Source: an optimization exercise on an open RTL-to-GDS flow (aim: small area, a short achievable clock period and few clock cycles). Production flows keep margins and buffers that such runs may drop. In this exercise RTL edits were held to simulation tests only and were not proved equivalent to the original. No activity file was given, so power comes from the tool's default toggle rates.

## flow/design.v (module list and top-level ports; edited modules follow where they fit)
// module icf_synth: 1594 lines
module icf_synth (
    input  wire        clk,
    input  wire        rst,
    input  wire        cmd_valid,
    output wire        cmd_ready,
    input  wire [1:0]  cmd_op,      
    input  wire [1:0]  cmd_ch,
    input  wire [2:0]  cmd_reg,
    input  wire [31:0] cmd_data,
    output reg         out_valid,
    output reg  [1:0]  out_ch,
    output reg  [15:0] out_val
);
  // ...
==> flow/flow/run.sh <==
#!/bin/bash
# The standard layout (standard synthesis unchanged), with ORFS's timing repair
# aimed at a slack of 23 ns, that is at paths of at most 7 ns within the 30 ns clock;
# port buffers inserted as buf_1 rather than a delay cell (flow/ports.tcl); and clock
# tree synthesis without dummy loads, with clkbuf_8 buffers and sink clusters of up to
# 18 flip-flops. The clock, the constraints and every other step are the standard ones.
set -euo pipefail
here=$(pwd)
bash standard.sh synth > synth.log 2>&1
bash standard.sh finish SETUP_SLACK_MARGIN=23 POST_GLOBAL_PLACE_TCL=$here/flow/ports.tcl \
  "CTS_ARGS=-sink_clustering_enable -repair_clock_nets -dont_use_dummy_load -buf_list {sky130_fd_sc_hd__clkbuf_8} -sink_clustering_size 18 -sink_clustering_max_diameter 70" \
  > layout.log 2>&1
==> flow/flow/ports.tcl <==
# Sourced after global placement: the port buffers that buffer_ports inserted as
# clkdlybuf4s50_1 (a delay cell) become plain buf_1; timing repair later upsizes the
# ones on paths that need it. Every port keeps its buffer.
foreach inst [[ord::get_db_block] getInsts] {
  set name [$inst getName]
  if {[regexp {^(input|output)[0-9]+$} $name] &&
      [[$inst getMaster] getName] eq "sky130_fd_sc_hd__clkdlybuf4s50_1"} {
    replace_cell $name sky130_fd_sc_hd__buf_1
  }
}
==> flow/standard.sh <==
#!/bin/bash
# synth_recipe.tcl (not shown) runs the flow's synth.tcl, then flattens the netlist and writes it again
# the make line also repeats each setting of config.mk as NAME=value (left out here)
make -C /OpenROAD-flow-scripts/flow DESIGN_CONFIG=/design/flow/config.mk WORK_HOME=/design/flow/orfs CLKGATE_MAP_FILE= SYNTH_SCRIPT=/design/flow/synth_recipe.tcl "${@:-finish}"
==> flow/config.mk <==
export PLATFORM = sky130hd
export DESIGN_NAME = icf_synth
export DESIGN_NICKNAME = icf_synth
export VERILOG_FILES = /design/flow/design.v
export SDC_FILE = /design/flow/constraint.sdc
export NUM_CORES = 4
export LEC_CHECK = 0
export ABC_AREA = 1
export CAP_MARGIN = 20
export CORE_MARGIN = 2
export CORE_UTILIZATION = 75
export SLEW_MARGIN = 20
export SYNTH_MEMORY_MAX_BITS = 16384
==> flow/constraint.sdc <==
create_clock -name core_clock -period 30.0 [get_ports {clk}]
set_input_delay 6.0000 -clock core_clock [delete_from_list [all_inputs] [get_ports {clk}]]
set_output_delay 6.0000 -clock core_clock [all_outputs]
set_load 0.01 [all_outputs]
==> notes.md, run 1 <==
crit path kind reg2out; Inst Count DP about 5400; I/O pin total a little over 60; R2R Setup Slk roughly 23 ns; setup_tns 0 ns; multi-input combinational area share 48.4%; Fin Clk Skew 0.0858 ns; simple-gate portion of the synthesized area approximately 17%; CP endpoint cmd_ready; fin crit period 7.21 ns; CP Depth 2; Non-Filler Instances 5467; Seq. pwr around 1.3 mW; Mean Syn Cell Area slightly above 8 µm²; worst hold slack 0.298 ns; Hold Path Cell Cnt 0; clk slew on worst S/H paths 0.10 ns; total number of vias 34756; Worst path slowest cell dfxtp_1; Die W around 240 µm; most common cell after layout, fill and taps aside nand2_1; #FFs+latches synth just under 800; Min-Delay Path Class reg2reg; Nets around 5200; post-synth top area cell dfxtp_1; FF-to-FF End l4[14]; register share of total power approximately 53%; TritonCTS clock tree yes; clock group power 470 µW; status finished clean; worst slew pin tran between 1 and 1.5 ns; Post-Synth Adder-Cell Area between 10% and 20%
Testbench counts, summed over its fixed seeds: cycles 13,492.
==> run 2, diff against run 1 <==
--- a/flow/design.v
+++ b/flow/design.v
@@ -559,29 +559,30 @@
     reg [15:0] ox0, ox1, ox2, ox3;        
     reg [32:0] p0, p1, p2, p3;            
     reg [31:0] a0, a1, a2, a3;            
     reg        cq_v;
     reg [1:0]  cq_op;
     reg [1:0]  cq_ch;
     reg [2:0]  cq_reg;
     reg [31:0] cq_d;
-    reg        rdy;           
+    reg        nrdy;          
+    wire       rdy = !nrdy;
     reg        iss;           
     reg [2:0]  stc;           
     reg [2:0]  swc;           
     reg [1:0]  stb;           
     reg [31:0] e;             
     reg        clean;         
     reg        mb;            
     reg [1:0]  mch;
     reg [4:0]  mk;
     reg        mfirst;
-    reg        nrdy_o;
-    assign cmd_ready = !nrdy_o;
+    reg        rdy_o;
+    assign cmd_ready = rdy_o;
     wire sweep   = swc != 3'd0;
     wire is_tick = iss && cq_op == OP_TICK;
     wire is_strt = iss && cq_op == OP_START;
     wire is_wr   = iss && cq_op == OP_WRITE;
     wire [31:0] wd = sweep ? 32'd0 : cq_d;
     wire we_mode = sweep || (is_wr && cq_reg == 3'd0);
     wire we_inc  = sweep || (is_wr && cq_reg == 3'd1);
     wire we_amp  = sweep || (is_wr && cq_reg == 3'd2);
@@ -666,18 +667,18 @@
         if (rdy) begin
             cq_op  <= cmd_op;
             cq_ch  <= cmd_ch;
             cq_reg <= cmd_reg;
             cq_d   <= cmd_data;
         end
         cq_v <= !rst && c_v;
         iss  <= !rst && iss_n;
-        rdy  <= rst || !c_v || iss_n;
-        nrdy_o <= !(rst || !c_v || iss_n);
+        nrdy  <= !(rst || !c_v || iss_n);
+        rdy_o <= rst || !c_v || iss_n;
         stc <= rst ? 3'd7 : stc_n;
         swc <= rst ? 3'd4 : (sweep ? swc - 3'd1 : 3'd0);
         stb <= rst ? 2'd0 : stb_n;
         if (rst || is_strt) begin
             e     <= 32'd0;
             clean <= 1'b1;
         end else if (is_tick) begin
             e     <= e + 32'd1;
==> flow/flow/run.sh (replaced) <==
#!/bin/bash
# The standard layout (standard synthesis unchanged), with ORFS's timing repair
# aimed at a slack of 23 ns, that is at paths of at most 7 ns within the 30 ns clock;
# port buffers inserted as buf_1 rather than a delay cell (flow/ports.tcl); and clock
# tree synthesis without dummy loads, with clkbuf_16 buffers and sink clusters of up to
# 24 flip-flops. The clock, the constraints and every other step are the standard ones.
set -euo pipefail
here=$(pwd)
bash standard.sh synth > synth.log 2>&1
bash standard.sh finish SETUP_SLACK_MARGIN=23 POST_GLOBAL_PLACE_TCL=$here/flow/ports.tcl \
  "CTS_ARGS=-sink_clustering_enable -repair_clock_nets -dont_use_dummy_load -buf_list {sky130_fd_sc_hd__clkbuf_16} -sink_clustering_size 24 -sink_clustering_max_diameter 90" \
  > layout.log 2>&1
==> notes.md, run 2 <==
PwrDens between 60 and 70 mW/mm²; ratio of cells with drive above 1 in the final layout slightly above 5%; R2R Setup Slk 23.25 ns (+0.03 ns); Slew Limit Fails 0; Worst path slowest cell dfxtp_1; root buf cell clkbuf_16; clock sinks ~800; status finished clean; Ys Warns 1; TritonCTS clock tree yes; Setup WS post-layout roughly 23 ns; first-pass GRT wire length about 200000 µm; total number of H-tree levels 2; sequential fraction of the synthesis area 40.4%; vias in the first global route ~36000; RSZ-0062 raised after global routing yes; Clock Latency Late Sink 0.63 ns; clk slew on worst S/H paths 0.09 ns (about the same); Final setup viols 0; top cell type's share of synthesized area approximately 38%; crit-path max FO 1; Rows between 80 and 90; worst path buffer plus inverter count 1; VDD IR max about 0.063 mV; Via-to-Cell Ratio around 6.5; Nets 5238 (+0.019%); Synth top cells by count nand2_1, inv_1, dfxtp_1; fin crit period 7.07 ns (-0.133 ns); DRC violations left 0; crit path kind reg2out; slowest stage delay, CP around 0.33 ns; Port Buffers 61; Post-DRT Antenna Nets 0; Post-synth top flop dfxtp_1; gr usage total slightly below 50%; most common cell after layout, fill and taps aside nand2_1; slew margin rel. ~18%; Fin Clk Skew 0.0809 ns (-0.00490 ns); Max-cap violations 0; die height ~240 µm; Synth Instances a little under 5000; asr flop ratio synth 0%; I/O pin total 62 (unchanged); Layout Utilization 79.8%; Initial Utilization roughly three quarters; WP data required approximately 24 ns; worst hold slack 0.267 ns (-0.0305 ns); total CTS buffers 41; Post-synth EDFFs 39; post-synthesis cell type count 74; Syn Nets between 5000 and 6000; most common cell in the netlist nand2_1; Crit. End Element primary output; drt wl/cell roughly 25 µm; largest net degree at the start of global routing 66; post-synth top area cell dfxtp_1; Starting DRT DRC Count between 5000 and 6000; CP Cell Sequence buf_2; core footprint 0.0527 mm²; setup_tns 0 ns (unchanged); cells taking the most area after synthesis dfxtp_1, fa_1, nand2_1; gr ovfl total 0; Final HPWL DP a little over 90000 µm; drt pass-1 iters 12; Startpoint Class register; DIE AREA about 0.055 mm²; Die W 235 µm (about the same); hold_buf cts 0; clock tree buffer depth 3; static leakage 20.1 nW; Post-Syn Area around 0.040 mm²; Total Wirelength 134000 µm; #FFs+latches synth 789 (unchanged); most frequent cells in the layout nand2_1, inv_1, dfxtp_1; FMAX around 140 MHz; Hold Fails Final Rpt 0; Crit path max-delay family flip-flops; worst slew pin tran 1.21 ns (+0.121 ns); total number of vias 35758 (+2.9%); Crit path arrival time around 1.1 ns; Area Growth Syn to Fin 4.99%; Min-Delay Path Class reg2reg; initial antenna violation count 8; Mean Syn Cell Area 8.27 µm² (about the same); placement-stage worst setup slack approximately 22 ns; fin crit share 23.6%
[run 2: cell types whose count changed after synthesis, moves of 4 or more]
cell / change
a2111oi_0: -4
a21oi_1: +6
a221oi_1: -8
a31oi_1: +5
inv_1: +16
nand2_1: +24
nand4_1: +7
nor2_1: -39
nor3_1: -7
o211ai_1: +4
o21ai_0: -11
o22ai_1: +7
or2_2: -4
[run 2: worst register-to-register path, stage by stage (launching register included)]
cell	delay [ns]
dfxtp_1	0.97
nand2_1	0.19
fa_1	0.58
fa_1	0.47
fa_1	0.51
fa_1	0.51
fa_1	0.56
inv_1	0.06
fa_1	0.42
ha_1	0.40
nand2_1	0.23
nor4_4	0.44
nand2_1	0.13
nand3_1	0.21
nand2_1	0.08
o211ai_1	0.19
a31oi_1	0.25
o221ai_1	0.25
xor2_1	0.22
[run 2: metrics by stage]
stage	power [mW]	instances	area, µm²
4_1_cts	2.50	5460	41800
6_report	2.57	5468	42000
3_3_place_gp	1.91	5419	41100
2_1_floorplan	1.67	4840	40100
5_1_grt	2.64	5463	42000
3_5_place_dp	1.93	5419	40800
[run 2: routing by layer]
metal  track usage, %  routed length, µm
met1             57.9              45700
met2             71.6              57600
met3             15.7              18300
met4             37.2              12800
met5            0.433                 42
[run 2: worst paths after layout]
check,cells after the start,startpoint,to
hold / removal,0,in3[15],in2[15]
setup reg to reg,18,u3[7],l4[14]
hold reg to reg,0,in3[15],in2[15]
setup / recovery,1,out_ch[1],out_ch[1]
[run 2: final cells by class]
class,instances,area [µm²]
clock buffers,41,1030
multi-input cells,3007,20100
flip-flops and latches,789,16200
inverters,828,3110
well taps,688,861
repair inverters,1,7.51
diodes,5,12.5
fillers,3017,10600
repair buffers,109,707
[run 2: report_power, final]
part | total [mW] | leakage, nW | switching, mW | internal (mW)
registers | 1.28 | 6.48 | 0.130 | 1.15
logic | 0.709 | 13.2 | 0.488 | 0.221
clock network | 0.573 | 0.505 | 0.329 | 0.244
total | 2.57 | 20.1 | 0.947 | 1.62
[run 2: cells by family after synthesis]
group                    Yosys count  share of synthesized area (%)
AND/OR/NAND/NOR                 1581                           16.4
XOR/XNOR                         123                           2.73
buffers and inverters           1044                           9.87
flip-flops                       789                           40.4
adder cells (fa/ha/maj)          419                           17.7
AO/OA/AOI/OAI                    884                           12.9
[run 2: repair_timing]
action	in CTS	in global routing
endpoints found under the setup margin	44	46
pin swaps	0	3
gates cloned	0	1
resized for setup	30	34
setup buffers	0	0
endpoints found under the hold margin	0	0
Testbench counts of run 2, summed over its fixed seeds: cycles 13,492.
==> run 3, diff against run 2 <==
--- a/flow/config.mk
+++ b/flow/config.mk
@@ -8,6 +8,6 @@
 export ABC_AREA = 1
 export CAP_MARGIN = 20
 export CORE_MARGIN = 2
-export CORE_UTILIZATION = 75
+export CORE_UTILIZATION = 70
 export SLEW_MARGIN = 20
 export SYNTH_MEMORY_MAX_BITS = 16384
==> notes.md, run 3 <==
drt wl/cell 22.7 µm (-7.5%); asr flop ratio synth 0% (unchanged); Switching Share 36.2% (-0.70 points); Starting DRT DRC Count 4107 (-28%); TritonCTS clock tree yes; Min-Delay Path Class reg2reg; I/O pin total 62 (unchanged); Hold Fails Final Rpt 0 (unchanged); fin crit period 7.07 ns (-0.00490 ns); setup_tns 0 ns (unchanged); Area Growth Syn to Fin 4.88%; CP Cell Sequence buf_6; Startpoint Class register; Port Buffers 61 (unchanged); placement-stage worst setup slack 21.87 ns (+0.0393 ns); DRC violations left 0 (unchanged); total number of vias 34143 (-4.5%); Logic pwr share 27.2% (-0.4 points); area of the multi-input gates 0.0201 mm² (about the same); core footprint 0.0565 mm² (+7.3%); Filler cells 3910 (+30%); Synth top cells by count nand2_1, inv_1, dfxtp_1; gr usage total 42.2% (-5.9 points); worst slew pin tran 1.08 ns (-0.127 ns); worst path buffer plus inverter count 1 (unchanged); Setup WS post-layout 22.93 ns (+0.00490 ns); initial antenna violation count 6 (-2); Max-cap violations 0 (unchanged); total CTS buffers 40 (-2.4%); Post-synth EDFFs 39 (unchanged); most common cell after layout, fill and taps aside nand2_1; Power Internal 1.61 mW (-0.74%); top cell type's share of synthesized area 37.5% (unchanged); #FFs+latches synth 789 (unchanged); gr ovfl total 0 (unchanged); postcts setup bufs 0 (unchanged); largest net degree at the start of global routing 67 (+1.5%); clock tree buffer depth 3 (unchanged); Die W 243 µm (+3.5%); post-synth top area cell dfxtp_1; Clock Latency Late Sink 0.63 ns (about the same); slowest stage delay, CP 0.33 ns (about the same); worst hold slack 0.284 ns (+0.0172 ns); sequential fraction of the synthesis area 40.4% (unchanged); Slew Limit Fails 0 (unchanged); Post-DRT Antenna Nets 0 (unchanged); Crit. End Element primary output; most frequent cells in the layout nand2_1, inv_1, dfxtp_1; FMAX 141 MHz (about the same); Nets 5233 (-0.095%); Syn Nets 5301 (unchanged); Final HPWL DP 90600 µm (-0.73%); clock sinks 789 (unchanged); post-synthesis cell type count 74 (unchanged); Worst path slowest cell dfxtp_2; crit path kind reg2out; static leakage 20.1 nW (-0.36%); RSZ-0062 raised after global routing yes; hold_buf cts 0 (unchanged); WP data required 24.00 ns (about the same); Via-to-Cell Ratio 6.18 (-5.6%); register share of total power 50.6% (+0.6 points); Mean Syn Cell Area 8.27 µm² (unchanged); status finished clean; fin crit share 23.6% (about the same); Rows 87 (+3.6%); Ys Warns 1 (unchanged); drt pass-1 iters 6 (-6); root buf cell clkbuf_16; Post-synth top flop dfxtp_1; Layout Utilization 74.3% (-5.5 points); DIE AREA 0.0591 mm² (+7.0%); clk slew on worst S/H paths 0.09 ns (about the same); Total Wirelength 126000 µm (-6.5%); Initial Utilization 70.9% (-5.2 points); Fin Clk Skew 0.113 ns (+0.0322 ns); power share of the clock group 22.2% (about the same); PwrDens 60.0 mW/mm² (-1.7%); die height 243 µm (+3.5%); vias in the first global route 34136 (-5.3%); slew margin rel. 27.7% (+9.4 points); Crit path max-delay family flip-flops; ratio of cells with drive above 1 in the final layout 4.70% (-0.43 points); Psw 912 µW (-3.7%); first-pass GRT wire length 192000 µm (-6.2%); Post-Syn Area 0.0400 mm² (unchanged); crit-path max FO 1 (unchanged); most common cell in the netlist nand2_1; Crit path arrival time 1.07 ns (about the same); Final setup viols 0 (unchanged); Synth Instances 4840 (unchanged); cells taking the most area after synthesis dfxtp_1, fa_1, nand2_1; VDD IR max 0.0587 mV (-6.6%); total number of H-tree levels 2 (unchanged); Reg area 0.0162 mm² (-0.12%)
run 3: cell counts after synthesis:
Identical to the previous run, type by type.
run 3: logic make-up after synthesis:
logic type,Yosys count,share of synthesized area (%)
AO/OA/AOI/OAI,884,12.9
XOR/XNOR,123,2.73
adder cells (fa/ha/maj),419,17.7
buffers and inverters,1044,9.87
flip-flops,789,40.4
AND/OR/NAND/NOR,1581,16.4
run 3: final cells by class:
class / count / share of cell area (%)
diodes: 2 / 0.0119
flip-flops and latches: 789 / 38.6
clock buffers: 40 / 2.38
inverters: 828 / 7.41
multi-input cells: 3007 / 47.8
repair inverters: 1 / 0.0179
repair buffers: 105 / 1.53
well taps: 756 / 2.25
run 3: power by group through the flow:
stage / clock network (mW) / registers, mW / logic, mW
6_report: 0.559 / 1.27 / 0.685
5_1_grt: 0.598 / 1.28 / 0.735
4_1_cts: 0.561 / 1.26 / 0.651
3_5_place_dp: 0 / 1.29 / 0.637
3_3_place_gp: 0 / 1.28 / 0.636
2_1_floorplan: 0 / 1.20 / 0.471
run 3: worst paths after layout:
check / from / to / slack, ns / cells after the start
max: out_ch[1] / out_ch[1] / 22.93 / 1
min: p2[2] / p1[2] / 0.28 / 0
max reg2reg: am1[3] / l4[12] / 23.41 / 20
min reg2reg: p2[2] / p1[2] / 0.28 / 0
run 3: per-layer routing:
| layer | vias to the layer above | part of all wire (%) | GRT usage [%] |
|---|---|---|---|
| met5 | - | 0.015 | 0 |
| met3 | 612 | 10 | 8.65 |
| met1 | 16155 | 38 | 53.8 |
| li1 | 15116 | - | - |
| met4 | 2 | 7.1 | 25.8 |
| met2 | 2258 | 45 | 66.4 |
run 3: what timing repair did:
action,in CTS,in global routing
gates resized for setup,25,19
endpoints found under the setup margin,40,42
gates cloned,0,1
pin swaps,0,1
run 3: stage by stage:
step | power, mW | std cells | instance area (µm²)
finish | 2.52 | 5528 | 42000
floorplan | 1.67 | 4840 | 40100
detailed placement | 1.92 | 5484 | 40800
CTS | 2.48 | 5524 | 41900
global route | 2.61 | 5527 | 42000
global placement | 1.92 | 5484 | 41200
==> run 4, diff against run 3 <==
==> flow/flow/run.sh (replaced) <==
#!/bin/bash
# The standard layout (standard synthesis unchanged), with ORFS's timing repair
# aimed at a slack of 22.95 ns, that is at paths of at most 7.05 ns within the 30 ns clock;
# port buffers inserted as buf_1 rather than a delay cell (flow/ports.tcl); and clock
# tree synthesis without dummy loads, with clkbuf_16 buffers and sink clusters of up to
# 24 flip-flops. The clock, the constraints and every other step are the standard ones.
set -euo pipefail
here=$(pwd)
bash standard.sh synth > synth.log 2>&1
bash standard.sh finish SETUP_SLACK_MARGIN=22.95 POST_GLOBAL_PLACE_TCL=$here/flow/ports.tcl \
  "CTS_ARGS=-sink_clustering_enable -repair_clock_nets -dont_use_dummy_load -buf_list {sky130_fd_sc_hd__clkbuf_16} -sink_clustering_size 24 -sink_clustering_max_diameter 90" \
  > layout.log 2>&1
==> notes.md, run 4 <==
Post-synth top flop dfxtp_1; Crit path max-delay family flip-flops; Synth Instances 4840 (unchanged); vias in the first global route 34132 (-0.012%); area of the multi-input gates 0.0201 mm² (about the same); top cell type's share of synthesized area 37.5% (unchanged); Post-synth EDFFs 39 (unchanged); gr usage total 42.2% (about the same); CP Cell Sequence buf_6; Post-Syn Area 0.0400 mm² (unchanged); clk slew on worst S/H paths 0.09 ns (about the same); Clock Latency Late Sink 0.63 ns (about the same); worst hold slack 0.282 ns (-0.00224 ns); asr flop ratio synth 0% (unchanged); FMAX 141 MHz (about the same); Port Buffers 61 (unchanged); Area Growth Syn to Fin 4.81% (about the same); Final setup viols 0 (unchanged); Min-Delay Path Class reg2reg; clock sinks 789 (unchanged); root buf cell clkbuf_16; WP data required 24.00 ns (about the same); Total Wirelength 125000 µm (-0.18%); slowest stage delay, CP 0.33 ns (about the same); slew margin rel. 26.8% (-0.87 points); Final HPWL DP 90600 µm (unchanged); Fin Clk Skew 0.112 ns (-0.000986 ns); Max-cap violations 0 (unchanged); post-synthesis cell type count 74 (unchanged); Crit path arrival time 1.07 ns (about the same); status finished clean; Synth top cells by count nand2_1, inv_1, dfxtp_1; TritonCTS clock tree yes; Via-to-Cell Ratio 6.18 (about the same); core footprint 0.0565 mm² (unchanged); VDD IR max 0.0585 mV (-0.44%); Post-DRT Antenna Nets 0 (unchanged); total number of vias 34170 (+0.079%); crit-path max FO 1 (unchanged); Die W 243 µm (unchanged); most common cell in the netlist nand2_1; drt pass-1 iters 9 (+3); Hold Fails Final Rpt 0 (unchanged); first-pass GRT wire length 192000 µm (about the same); clock tree buffer depth 3 (unchanged); Slew Limit Fails 0 (unchanged); worst slew pin tran 1.07 ns (-0.0132 ns); Worst path slowest cell dfxtp_2; Syn Nets 5301 (unchanged); post-synth top area cell dfxtp_1; sequential fraction of the synthesis area 40.4% (unchanged); PwrDens 59.9 mW/mm² (-0.12%); drt wl/cell 22.7 µm (-0.22%); total CTS buffers 40 (unchanged); most common cell after layout, fill and taps aside nand2_1; Rows 87 (unchanged); postcts setup bufs 0 (unchanged); ratio of cells with drive above 1 in the final layout 4.70% (unchanged); fin crit period 7.07 ns (-0.000200 ns); setup_tns 0 ns (unchanged); static leakage 20.1 nW (about the same); cells taking the most area after synthesis dfxtp_1, fa_1, nand2_1; DRC violations left 0 (unchanged); Mean Syn Cell Area 8.27 µm² (unchanged); Startpoint Class register; Initial Utilization 70.9% (unchanged); Nets 5233 (unchanged); gr ovfl total 0 (unchanged); fin crit share 23.6% (about the same); worst path buffer plus inverter count 1 (unchanged); RSZ-0062 raised after global routing yes; initial antenna violation count 6 (unchanged); hold_buf cts 0 (unchanged); largest net degree at the start of global routing 67 (unchanged); Starting DRT DRC Count 4172 (+1.6%); Inst Count DP 5484 (unchanged); Reg area 0.0162 mm² (unchanged); die height 243 µm (unchanged); most frequent cells in the layout nand2_1, inv_1, dfxtp_1; DIE AREA 0.0591 mm² (unchanged); Pwr Total 2.51 mW (-0.18%); Filler cells 3913 (+0.077%); crit path kind reg2out; #FFs+latches synth 789 (unchanged); Non-Filler Instances 5530 (+0.036%); Ys Warns 1 (unchanged); I/O pin total 62 (unchanged); total number of H-tree levels 2 (unchanged); Crit. End Element primary output
==> run 4: cell counts after synthesis <==
No cell type changed its count.
==> run 4: layout make-up <==
cell class	count	share of cell area [%]
diodes	4	0.0239
clock buffers	40	2.39
inverters	828	7.42
multi-input cells	3007	47.8
flip-flops and latches	789	38.6
well taps	756	2.25
repair buffers	105	1.47
repair inverters	1	0.0179
==> run 4: per-stage QoR <==
stage	worst slack, ns	util [%]	area [µm²]
floorplan	22.75	-	40100
global placement	21.63	73.0	41200
detailed placement	21.87	72.3	40800
CTS	22.92	74.1	41900
global route	22.91	74.3	42000
finish	22.93	74.3	42000
==> run 4: worst paths after layout <==
kind         startpoint  slack, ns  cells after the start         to
min               p2[2]       0.28                      0      p1[2]
max reg2reg      am1[3]      23.43                     20     l4[12]
min reg2reg       p2[2]       0.28                      0      p1[2]
max           out_ch[1]      22.93                      1  out_ch[1]
==> run 4: per-layer routing <==
metal / track usage, % / vias up / part of all wire (%) / routed length, µm
met5: 0 / - / 0.015 / 19
met4: 25.8 / 2 / 7.2 / 9010
met3: 8.65 / 608 / 11 / 13900
met2: 66.4 / 2342 / 44 / 55800
met1: 53.8 / 16091 / 37 / 46800
li1: - / 15127 / - / -
==> run 4: logic make-up (layout without fill, tap and decap cells) <==
logic type / after synthesis / count (layout) / synth area share, %
compound gates: 884 / 884 / 12.9
xor+xnor: 123 / 123 / 2.73
fa+ha+maj: 419 / 419 / 17.7
buf+inv: 1044 / 974 / 9.87
flops: 789 / 789 / 40.4
other cells: 0 / 4 / 0
simple gates: 1581 / 1581 / 16.4
==> run 4: repair_timing <==
| action | in CTS | in global routing |
|---|---|---|
| pin swaps | 0 | 0 |
| setup endpoints to repair | 37 | 32 |
| gates cloned | 0 | 1 |
| gates resized for setup | 19 | 20 |
==> run 4: where the power goes <==
group	leakage [nW]	switching (mW)	total (mW)	internal, mW
registers	6.47	0.121	1.27	1.15
logic	13.1	0.468	0.680	0.212
clock network	0.493	0.321	0.560	0.239
total	20.1	0.910	2.51	1.60
==> run 4: worst reg2reg max path: stages, from the launching register on <==
cell and delay [ns]:
dfxtp_1 0.85, nand2_1 0.19, fa_1 0.57, inv_1 0.06, fa_1 0.44, fa_1 0.52
inv_1 0.06, fa_1 0.47, fa_1 0.56, inv_1 0.06, fa_1 0.47, ha_1 0.38
nand2_1 0.14, nor4_1 0.36, nand3_1 0.12, nand3_1 0.20, nand2_1 0.08, o211ai_1 0.21
a31oi_1 0.27, o21ai_0 0.25, xor2_1 0.21

[static timing again, ports no longer ideal]
The results above use ideal ports. As a check the final layouts listed here were re-extracted and re-timed, cells and wires unchanged.
Step 1 assumes that a clkbuf_16 drives the clock port and a buf_2 every other input.
Step 2 moves the port delays by t, midway between the first and last clock arrival at a register: inputs arrive t later, outputs are due t later. That takes back most of the time a late clock gives input paths.
a / b / c = ideal ports / drivers / drivers and shift; a / b = the first two.
| run | shift t [ns] | setup slack, ns | latest minus earliest clock arrival (ns) |
|---|---|---|---|
| run 1 | 0.746 | 22.793 / 22.733 / 22.403 | 0.087 / 0.087 |
| run 2 | 0.654 | 22.926 / 22.858 / 22.471 | 0.082 / 0.082 |
| run 3 | 0.644 | 22.930 / 22.867 / 22.532 | 0.118 / 0.118 |
| run 4 | 0.643 | 22.931 / 22.867 / 22.438 | 0.115 / 0.116 |
After both steps setup and hold are still met in every run listed. For run 4, which loses most, drivers alone change the setup slack by -0.064 ns; drivers and shift together by -0.493 ns.
